This design comes from an exercise in tuning for small area on the open sky130 flow, not from production work.
Only simulation tests tie the RTL to the original design; equivalence was not proved.
Power figures rest on the tool's default switching activity, not on a simulated workload.

==> job 6433: inputs <==
## sio_engine
module sio_engine (
    input  wire        clk,
    input  wire        rst,
    input  wire        rx_valid,
    input  wire        rx_err,
    input  wire [15:0] rx_word,
    output wire        rx_ready,
    output wire        tx_valid,
    output wire [7:0]  tx_byte,
    input  wire        tx_ready,
    output wire        div_valid,
    output wire [15:0] div_value,
    input  wire        mnt_valid,
    input  wire [3:0]  mnt_unit,
    input  wire        mnt_mount,
    input  wire        mnt_fixed,
    input  wire [1:0]  mnt_ssize,
    input  wire        mnt_ro,
    input  wire        mnt_first_valid,
    input  wire        mnt_blk512,
    input  wire [15:0] mnt_scount,
    input  wire [31:0] mnt_base,
    input  wire [31:0] mnt_len,
    output wire        idle,
    output wire        mem_req,
    output wire        mem_we,
    output wire [3:0]  mem_store,
    output wire [31:0] mem_addr,
    output wire [7:0]  mem_wdata,
    input  wire        mem_ack,
    input  wire [7:0]  mem_rdata,
    output wire        buf_en,
    output wire        buf_we,
    output wire [8:0]  buf_addr,
    output wire [7:0]  buf_wdata,
    input  wire [7:0]  buf_rdata
);
==> flow/config.mk <==
export PLATFORM = sky130hd
export DESIGN_NAME = sio_engine
export DESIGN_NICKNAME = sio_engine
export VERILOG_FILES = /design/flow/design.v
export SDC_FILE = /design/flow/constraint.sdc
export NUM_CORES = 4
export LEC_CHECK = 0
export CAP_MARGIN = 20
export CORE_MARGIN = 2
export CORE_UTILIZATION = 40
export PLACE_DENSITY = 0.6
export SLEW_MARGIN = 20
==> flow/constraint.sdc <==
create_clock -name core_clock -period 12.0 [get_ports {clk}]
set_input_delay 2.4000 -clock core_clock [delete_from_list [all_inputs] [get_ports {clk}]]
set_output_delay 2.4000 -clock core_clock [all_outputs]
set_load 0.01 [all_outputs]
run.sh (not shown) runs the stock make flow with config.mk's settings and CLKGATE_MAP_FILE= SYNTH_SCRIPT=/design/flow/synth_recipe.tcl, a recipe that flattens the netlist after the stock synthesis.
==> job 2097 (differences from job 6433) <==
--- a/flow/design.v
+++ b/flow/design.v
@@ -77,81 +77,91 @@
         input [7:0] b;
         reg   [8:0] s;
         begin
             s       = {1'b0, a} + {1'b0, b};
             cks_add = s[7:0] + {7'd0, s[8]};
         end
     endfunction
-    localparam W = 70;
+    localparam W = 69;
     reg [W-1:0] ring [0:14];
     reg [3:0]   hc;                
     wire [W-1:0] head = ring[14];
-    wire        h_div    = head[69];
-    wire        h_fixed  = head[68];
-    wire [1:0]  h_ss     = head[67:66];
-    wire        h_blk    = head[65];
-    wire        h_fv     = head[64];
+    wire        h_div    = head[68];
+    wire [3:0]  h_code   = head[67:64];
     wire        h_ro     = head[63];
     wire [15:0] h_scount = head[62:47];
     wire [30:0] h_base   = head[46:16];
     wire [15:0] h_m      = head[15:0];
-    wire        h_mnt    = h_fixed | h_ss[1] | h_fv;
+    wire        h_mnt    = |h_code;
+    wire        h_blk    = (h_code[3:2] == 2'd3);
+    wire        h_fixed  = h_blk | h_code[0];
+    wire [1:0]  h_ss     = h_blk ? {1'b0, h_code[0]} : h_code[3:2];
+    wire        h_b256   = (h_code[3:2] == 2'd1) && !h_code[0];
+    wire        h_fv     = h_b256 | h_code[1];
     reg [4:0]  state;
     reg [2:0]  pos;
     reg        sending;        
     reg [1:0]  tcode;
     reg [3:0]  du;             
     reg        devok;          
     reg [2:0]  hdl;
     reg        wv;             
     reg        vphase;         
     reg        success;
     reg [15:0] sec;
     reg [9:0]  bi;
     reg [7:0]  acc;
     reg [31:0] ma;
-    reg        w_fixed;
-    reg [1:0]  w_ss;
+    reg        w_fixed;        
+    reg [1:0]  w_ss;           
     reg        w_blk;
     reg        w_fv;           
     reg        w_ro;           
     wire here = (hc == du);
     wire [32:0] md     = {1'b0, mnt_len} - {2'b0, mnt_base};
     wire        m_b256 = !mnt_fixed && (mnt_ssize == 2'd1);
-    wire [24:0] ma7    = md[31:7];
-    wire [25:0] mb3    = {1'b0, ma7} + 26'd3;
+    wire [24:0] mdec   = md[31:7] - 25'd1;
     reg  [24:0] mq;
     always @(*) begin
         if (m_b256)
-            mq = (ma7 < 25'd3) ? ma7 : mb3[25:1];
+            mq = {1'b0, mdec[24:1]};
         else if (mnt_blk512 || mnt_ssize == 2'd2)
             mq = {2'd0, md[31:9]};
         else if (mnt_ssize == 2'd1)
             mq = {1'd0, md[31:8]};
         else
-            mq = ma7;
+            mq = md[31:7];
     end
-    wire [15:0] m_bound = md[32] ? 16'd0 :
-                          (mq > {9'd0, mnt_scount}) ? mnt_scount : mq[15:0];
+    wire        m_small = m_b256 && (md[31:9] == 23'd0) && (md[8:7] != 2'd3);
+    wire [15:0] m_bound = md[32]          ? 16'd0 :
+                          m_small         ? {15'd0, md[8]} :
+                          (mq[24:16] != 9'd0) ? 16'hFFFF : mq[15:0];
+    wire        m_kb    = !md[32] && (!m_small || md[7]);
+    wire [3:0]  m_code  = !mnt_mount  ? 4'd0 :
+                          mnt_blk512  ? {2'd3, mnt_first_valid, mnt_ssize[0]} :
+                          m_b256      ? {2'd1, m_kb, 1'b0} :
+                                        {mnt_ssize, mnt_first_valid, mnt_fixed};
     wire        b256   = !w_fixed && (w_ss == 2'd1);
     wire        boot   = (sec[15:2] == 14'd0);
-    wire [16:0] qd     = {1'b0, sec} - {16'd0, h_fv};
-    wire [15:0] q      = qd[15:0];
-    wire        in_range = !qd[16] && (q < h_scount);
-    wire        fits   = (q < h_m);
+    wire [16:0] rc     = {1'b0, sec} + {1'b0, ~h_scount} + {16'd0, !h_fv};
+    wire        in_range = !rc[16] && !(h_fv && sec == 16'd0);
+    wire        nb256  = h_b256 && !boot;
+    wire [15:0] qv     = sec - (nb256 ? 16'd3 : {15'd0, h_fv});
+    wire [1:0]  kboot  = (h_m[15:1] != 15'd0) ? 2'd3 : {h_m[0], h_code[1]};
+    wire        fits   = (h_b256 && boot) ? (qv[1:0] < kboot) : (qv < h_m);
     reg  [17:0] mofs;             
     always @(*) begin
-        if (b256)
-            mofs = boot ? {2'd0, q} : ({1'b0, q, 1'b0} - 18'd3);
-        else if (w_blk || w_ss == 2'd2)
-            mofs = {q, 2'b00};
-        else if (w_ss == 2'd1)
-            mofs = {1'b0, q, 1'b0};
+        if (h_b256)
+            mofs = boot ? {2'd0, qv} : {1'b0, qv, 1'b1};
+        else if (h_blk || h_ss == 2'd2)
+            mofs = {qv, 2'b00};
+        else if (h_ss == 2'd1)
+            mofs = {1'b0, qv, 1'b0};
         else
-            mofs = {2'd0, q};
+            mofs = {2'd0, qv};
     end
     wire [24:0] phys_hi = {1'b0, h_base[30:7]} + {7'd0, mofs};
     wire [1:0]  ssz    = (b256 && boot) ? 2'd0 : w_ss;
     wire        last_sz = (bi[6:0] == 7'h7F) &&
                           ((ssz == 2'd0) || (ssz == 2'd1 && bi[7]) || (bi[8:7] == 2'b11));
     wire        last_ss = (bi[6:0] == 7'h7F) &&
                           ((w_ss == 2'd0) || (w_ss == 2'd1 && bi[7]) || (bi[8:7] == 2'b11));
@@ -254,15 +264,15 @@
     end
     assign buf_en    = b_en && !sending && !rst;
     assign buf_we    = b_we;
     assign buf_addr  = bi[8:0];
     assign buf_wdata = b_wdata;
     wire ins = (state == S_CLR) || ((state == S_INS) && here);
     wire set_fast = chk_go && devok && (hdl == H_SPEED) && h_mnt && du != 4'd0;
-    wire [W-1:0] ins_entry = {1'b0, w_fixed, w_ss, w_blk, w_fv, w_ro, sec, ma[30:0], acc, bi[7:0]};
+    wire [W-1:0] ins_entry = {1'b0, w_ss, w_fv, w_fixed, w_ro, sec, ma[30:0], acc, bi[7:0]};
     wire [W-1:0] pass_entry = {h_div | set_fast, head[W-2:0]};
     integer k;
     always @(posedge clk) begin
         ring[0] <= ins ? ins_entry : pass_entry;
         for (k = 1; k < 15; k = k + 1)
             ring[k] <= ring[k-1];
     end
@@ -318,18 +328,17 @@
                                 end
                             end else begin
                                 pos <= pos + 3'd1;
                             end
                         end
                     end else if (mnt_valid && pos == 3'd1 && mnt_unit != 4'd0) begin
                         du      <= mnt_unit;
-                        w_fixed <= mnt_mount & mnt_fixed;
-                        w_ss    <= mnt_mount ? mnt_ssize : 2'd0;
-                        w_blk   <= mnt_blk512;
-                        w_fv    <= mnt_mount & mnt_first_valid;
+                        w_fixed <= m_code[0];
+                        w_ss    <= m_code[3:2];
+                        w_fv    <= m_code[1];
                         w_ro    <= mnt_ro;
                         sec     <= mnt_scount;
                         ma      <= mnt_base;
                         acc     <= m_bound[15:8];
                         bi      <= {2'd0, m_bound[7:0]};
                         state   <= S_INS;
                     end
- CTS_BUF_LIST: default -> sky130_fd_sc_hd__clkbuf_8
==> job 7382 (differences from job 6433) <==
--- a/flow/design.v
+++ b/flow/design.v
@@ -77,81 +77,91 @@
         input [7:0] b;
         reg   [8:0] s;
         begin
             s       = {1'b0, a} + {1'b0, b};
             cks_add = s[7:0] + {7'd0, s[8]};
         end
     endfunction
-    localparam W = 70;
+    localparam W = 69;
     reg [W-1:0] ring [0:14];
     reg [3:0]   hc;                
     wire [W-1:0] head = ring[14];
-    wire        h_div    = head[69];
-    wire        h_fixed  = head[68];
-    wire [1:0]  h_ss     = head[67:66];
-    wire        h_blk    = head[65];
-    wire        h_fv     = head[64];
+    wire        h_div    = head[68];
+    wire [3:0]  h_code   = head[67:64];
     wire        h_ro     = head[63];
     wire [15:0] h_scount = head[62:47];
     wire [30:0] h_base   = head[46:16];
     wire [15:0] h_m      = head[15:0];
-    wire        h_mnt    = h_fixed | h_ss[1] | h_fv;
+    wire        h_mnt    = |h_code;
+    wire        h_blk    = (h_code[3:2] == 2'd3);
+    wire        h_fixed  = h_blk | h_code[0];
+    wire [1:0]  h_ss     = h_blk ? {1'b0, h_code[0]} : h_code[3:2];
+    wire        h_b256   = (h_code[3:2] == 2'd1) && !h_code[0];
+    wire        h_fv     = h_b256 | h_code[1];
     reg [4:0]  state;
     reg [2:0]  pos;
     reg        sending;        
     reg [1:0]  tcode;
     reg [3:0]  du;             
     reg        devok;          
     reg [2:0]  hdl;
     reg        wv;             
     reg        vphase;         
     reg        success;
     reg [15:0] sec;
     reg [9:0]  bi;
     reg [7:0]  acc;
     reg [31:0] ma;
-    reg        w_fixed;
-    reg [1:0]  w_ss;
+    reg        w_fixed;        
+    reg [1:0]  w_ss;           
     reg        w_blk;
     reg        w_fv;           
     reg        w_ro;           
     wire here = (hc == du);
-    wire [32:0] md     = {1'b0, mnt_len} - {2'b0, mnt_base};
+    wire [32:0] md     = {1'b0, mnt_len} - {2'b0, 1'b0, mnt_base[30:0]};
     wire        m_b256 = !mnt_fixed && (mnt_ssize == 2'd1);
-    wire [24:0] ma7    = md[31:7];
-    wire [25:0] mb3    = {1'b0, ma7} + 26'd3;
+    wire [24:0] mdec   = md[31:7] - 25'd1;
     reg  [24:0] mq;
     always @(*) begin
         if (m_b256)
-            mq = (ma7 < 25'd3) ? ma7 : mb3[25:1];
+            mq = {1'b0, mdec[24:1]};
         else if (mnt_blk512 || mnt_ssize == 2'd2)
             mq = {2'd0, md[31:9]};
         else if (mnt_ssize == 2'd1)
             mq = {1'd0, md[31:8]};
         else
-            mq = ma7;
+            mq = md[31:7];
     end
-    wire [15:0] m_bound = md[32] ? 16'd0 :
-                          (mq > {9'd0, mnt_scount}) ? mnt_scount : mq[15:0];
+    wire        m_small = m_b256 && (md[31:9] == 23'd0) && (md[8:7] != 2'd3);
+    wire [15:0] m_bound = md[32]          ? 16'd0 :
+                          m_small         ? {15'd0, md[8]} :
+                          (mq[24:16] != 9'd0) ? 16'hFFFF : mq[15:0];
+    wire        m_kb    = !md[32] && (!m_small || md[7]);
+    wire [3:0]  m_code  = !mnt_mount  ? 4'd0 :
+                          mnt_blk512  ? {2'd3, mnt_first_valid, mnt_ssize[0]} :
+                          m_b256      ? {2'd1, m_kb, 1'b0} :
+                                        {mnt_ssize, mnt_first_valid, mnt_fixed};
     wire        b256   = !w_fixed && (w_ss == 2'd1);
     wire        boot   = (sec[15:2] == 14'd0);
-    wire [16:0] qd     = {1'b0, sec} - {16'd0, h_fv};
-    wire [15:0] q      = qd[15:0];
-    wire        in_range = !qd[16] && (q < h_scount);
-    wire        fits   = (q < h_m);
+    wire [16:0] rc     = {1'b0, sec} + {1'b0, ~h_scount} + {16'd0, !h_fv};
+    wire        in_range = !rc[16] && !(h_fv && sec == 16'd0);
+    wire        nb256  = h_b256 && !boot;
+    wire [15:0] qv     = sec - (nb256 ? 16'd3 : {15'd0, h_fv});
+    wire [1:0]  kboot  = (h_m[15:1] != 15'd0) ? 2'd3 : {h_m[0], h_code[1]};
+    wire        fits   = (h_b256 && boot) ? (qv[1:0] < kboot) : (qv < h_m);
     reg  [17:0] mofs;             
     always @(*) begin
-        if (b256)
-            mofs = boot ? {2'd0, q} : ({1'b0, q, 1'b0} - 18'd3);
-        else if (w_blk || w_ss == 2'd2)
-            mofs = {q, 2'b00};
-        else if (w_ss == 2'd1)
-            mofs = {1'b0, q, 1'b0};
+        if (h_b256)
+            mofs = boot ? {2'd0, qv} : {1'b0, qv, 1'b1};
+        else if (h_blk || h_ss == 2'd2)
+            mofs = {qv, 2'b00};
+        else if (h_ss == 2'd1)
+            mofs = {1'b0, qv, 1'b0};
         else
-            mofs = {2'd0, q};
+            mofs = {2'd0, qv};
     end
     wire [24:0] phys_hi = {1'b0, h_base[30:7]} + {7'd0, mofs};
     wire [1:0]  ssz    = (b256 && boot) ? 2'd0 : w_ss;
     wire        last_sz = (bi[6:0] == 7'h7F) &&
                           ((ssz == 2'd0) || (ssz == 2'd1 && bi[7]) || (bi[8:7] == 2'b11));
     wire        last_ss = (bi[6:0] == 7'h7F) &&
                           ((w_ss == 2'd0) || (w_ss == 2'd1 && bi[7]) || (bi[8:7] == 2'b11));
@@ -254,15 +264,15 @@
     end
     assign buf_en    = b_en && !sending && !rst;
     assign buf_we    = b_we;
     assign buf_addr  = bi[8:0];
     assign buf_wdata = b_wdata;
     wire ins = (state == S_CLR) || ((state == S_INS) && here);
     wire set_fast = chk_go && devok && (hdl == H_SPEED) && h_mnt && du != 4'd0;
-    wire [W-1:0] ins_entry = {1'b0, w_fixed, w_ss, w_blk, w_fv, w_ro, sec, ma[30:0], acc, bi[7:0]};
+    wire [W-1:0] ins_entry = {1'b0, w_ss, w_fv, w_fixed, w_ro, sec, ma[30:0], acc, bi[7:0]};
     wire [W-1:0] pass_entry = {h_div | set_fast, head[W-2:0]};
     integer k;
     always @(posedge clk) begin
         ring[0] <= ins ? ins_entry : pass_entry;
         for (k = 1; k < 15; k = k + 1)
             ring[k] <= ring[k-1];
     end
@@ -318,21 +328,20 @@
                                 end
                             end else begin
                                 pos <= pos + 3'd1;
                             end
                         end
                     end else if (mnt_valid && pos == 3'd1 && mnt_unit != 4'd0) begin
                         du      <= mnt_unit;
-                        w_fixed <= mnt_mount & mnt_fixed;
-                        w_ss    <= mnt_mount ? mnt_ssize : 2'd0;
-                        w_blk   <= mnt_blk512;
-                        w_fv    <= mnt_mount & mnt_first_valid;
+                        w_fixed <= m_code[0];
+                        w_ss    <= m_code[3:2];
+                        w_fv    <= m_code[1];
                         w_ro    <= mnt_ro;
                         sec     <= mnt_scount;
-                        ma      <= mnt_base;
+                        ma      <= {1'b0, mnt_base[30:0]};
                         acc     <= m_bound[15:8];
                         bi      <= {2'd0, m_bound[7:0]};
                         state   <= S_INS;
                     end
                 end
                 S_INS: begin
                     if (here)
==> flow/flow/run.sh (new file) <==
#!/bin/bash
# Own layout flow: the standard ORFS flow (standard.sh: the standard
# synthesis unchanged, floorplan, power grid, tap cells, placement, CTS,
# routing, finish) with two settings changed through the environment:
#  - the port buffers that global placement inserts are the smallest plain
#    buffer (sky130_fd_sc_hd__buf_1) instead of the cell buffer_ports picks
#    by default; every input and output port still gets its own buffer;
#  - clock tree synthesis clusters up to 30 sinks within 60 um per leaf
#    buffer and inserts no dummy loads, so the tree needs fewer buffers.
# The make output goes to standard_flow.log; ORFS keeps each tool's own log
# under orfs/logs.
set -euo pipefail
cd "$(dirname "$0")/.."
export BUFFER_PORTS_ARGS="-buffer_cell sky130_fd_sc_hd__buf_1"
export CTS_ARGS="-sink_clustering_enable -repair_clock_nets -dont_use_dummy_load -sink_clustering_size 30 -sink_clustering_max_diameter 60"
bash ./standard.sh > standard_flow.log 2>&1
==> flow/standard.sh (new file) <==
#!/bin/bash
# synth_recipe.tcl (not shown) runs the flow's synth.tcl, then flattens the netlist and writes it again
# the make line also repeats each setting of config.mk as NAME=value (left out here)
make -C /OpenROAD-flow-scripts/flow DESIGN_CONFIG=/design/flow/config.mk WORK_HOME=/design/flow/orfs CLKGATE_MAP_FILE= SYNTH_SCRIPT=/design/flow/synth_recipe.tcl "${@:-finish}"
removed: flow/run.sh
==> comparison table <==
item                                                                        job 6433                 job 7382                 job 2097
Result of the run                                            complete, no violations  complete, no violations  complete, no violations
Cell area after synthesis                                                  37100 µm²                35900 µm²                36000 µm²
Half-perimeter wire length of the detailed placement result                 68200 µm                 65300 µm                 66600 µm
DR vias                                                                        23900                    22400                    23300
Met2 Wirelength                                                             41000 µm                 37500 µm                 41600 µm
Pin count of the biggest net entering global routing                              55                       50                       74
Combinational-cell power consumption                                         1.78 mW                  1.67 mW                  1.92 mW
Total Power                                                                  11.4 mW                  9.79 mW                  11.3 mW
Peak Freq                                                                    107 MHz                  121 MHz                  134 MHz
Clock net power                                                              3.42 mW                  1.92 mW                  3.18 mW
Wire length of the first global-routing pass                               140000 µm                132000 µm                137000 µm
Shortest period the worst path allows                                        9.38 ns                  8.24 ns                  7.49 ns
FP Rows                                                                          111                      109                      110
Final worst-path setup slack                                                 2.62 ns                  3.76 ns                  4.51 ns
Layout cell share with drive strength beyond 1                                 9.16%                    6.17%                    10.8%
Path depth of the worst reg2reg path                                              22                       21                       22
Fraction of standard cell area in multi-input logic                            27.4%                    28.7%                    26.5%
Total instance count after detailed placement                                   4550                     4301                     4349
Element type at the critical path end                                           flop                     flop              output port
Number of vias per cell after detailed routing                                  5.03                     5.15                     5.01
Startpoint Class                                                          input port                     flop               input port
Standby leakage power                                                        17.7 nW                  15.4 nW                  17.4 nW
Number of ordinary inverters in the final layout                                 152                      123                      125
Met2 Track Usage GR                                                            30.1%                    27.9%                    30.8%
Type of the setup path with the least slack                                in -> reg               reg -> reg                in -> out

## re-timing with driven ports
No port has a modelled driver above. Below, the same layouts with a new extraction and two added sets of constraints.
Step 1 (the two cells are an assumption about what drives the block):
set clk [get_ports {clk}]
set_driving_cell -lib_cell sky130_fd_sc_hd__clkbuf_16 $clk
set_driving_cell -lib_cell sky130_fd_sc_hd__buf_2 [delete_from_list [all_inputs] $clk]
Step 2 moves the port delays by t, midway between the first and last clock arrival at a register: inputs arrive t later, outputs are due t later. That takes back most of the time a late clock gives input paths.
Three values: ideal, step 1, step 2; two values: the first two.
| run | t (ns) | slack for setup (ns) | worst setup path after step 2 | worst register clock-pin slew, ns | worst slew at a driven data input, ns |
|---|---|---|---|---|---|
| job 6433 | 0.732 | 2.621 / 2.657 / 1.925 | input to register | 0.07 / 0.07 | 0.14 |
| job 2097 | 0.867 | 4.511 / 4.485 / 4.485 | input to output | 0.07 / 0.07 | 0.07 |
| job 7382 | 0.694 | 3.764 / 3.764 / 3.764 | register to register | 0.11 / 0.11 | 0.11 |
After both steps setup and hold are still met in every run listed. For job 6433, which loses most, drivers alone change the setup slack by +0.036 ns; drivers and shift together by -0.696 ns.
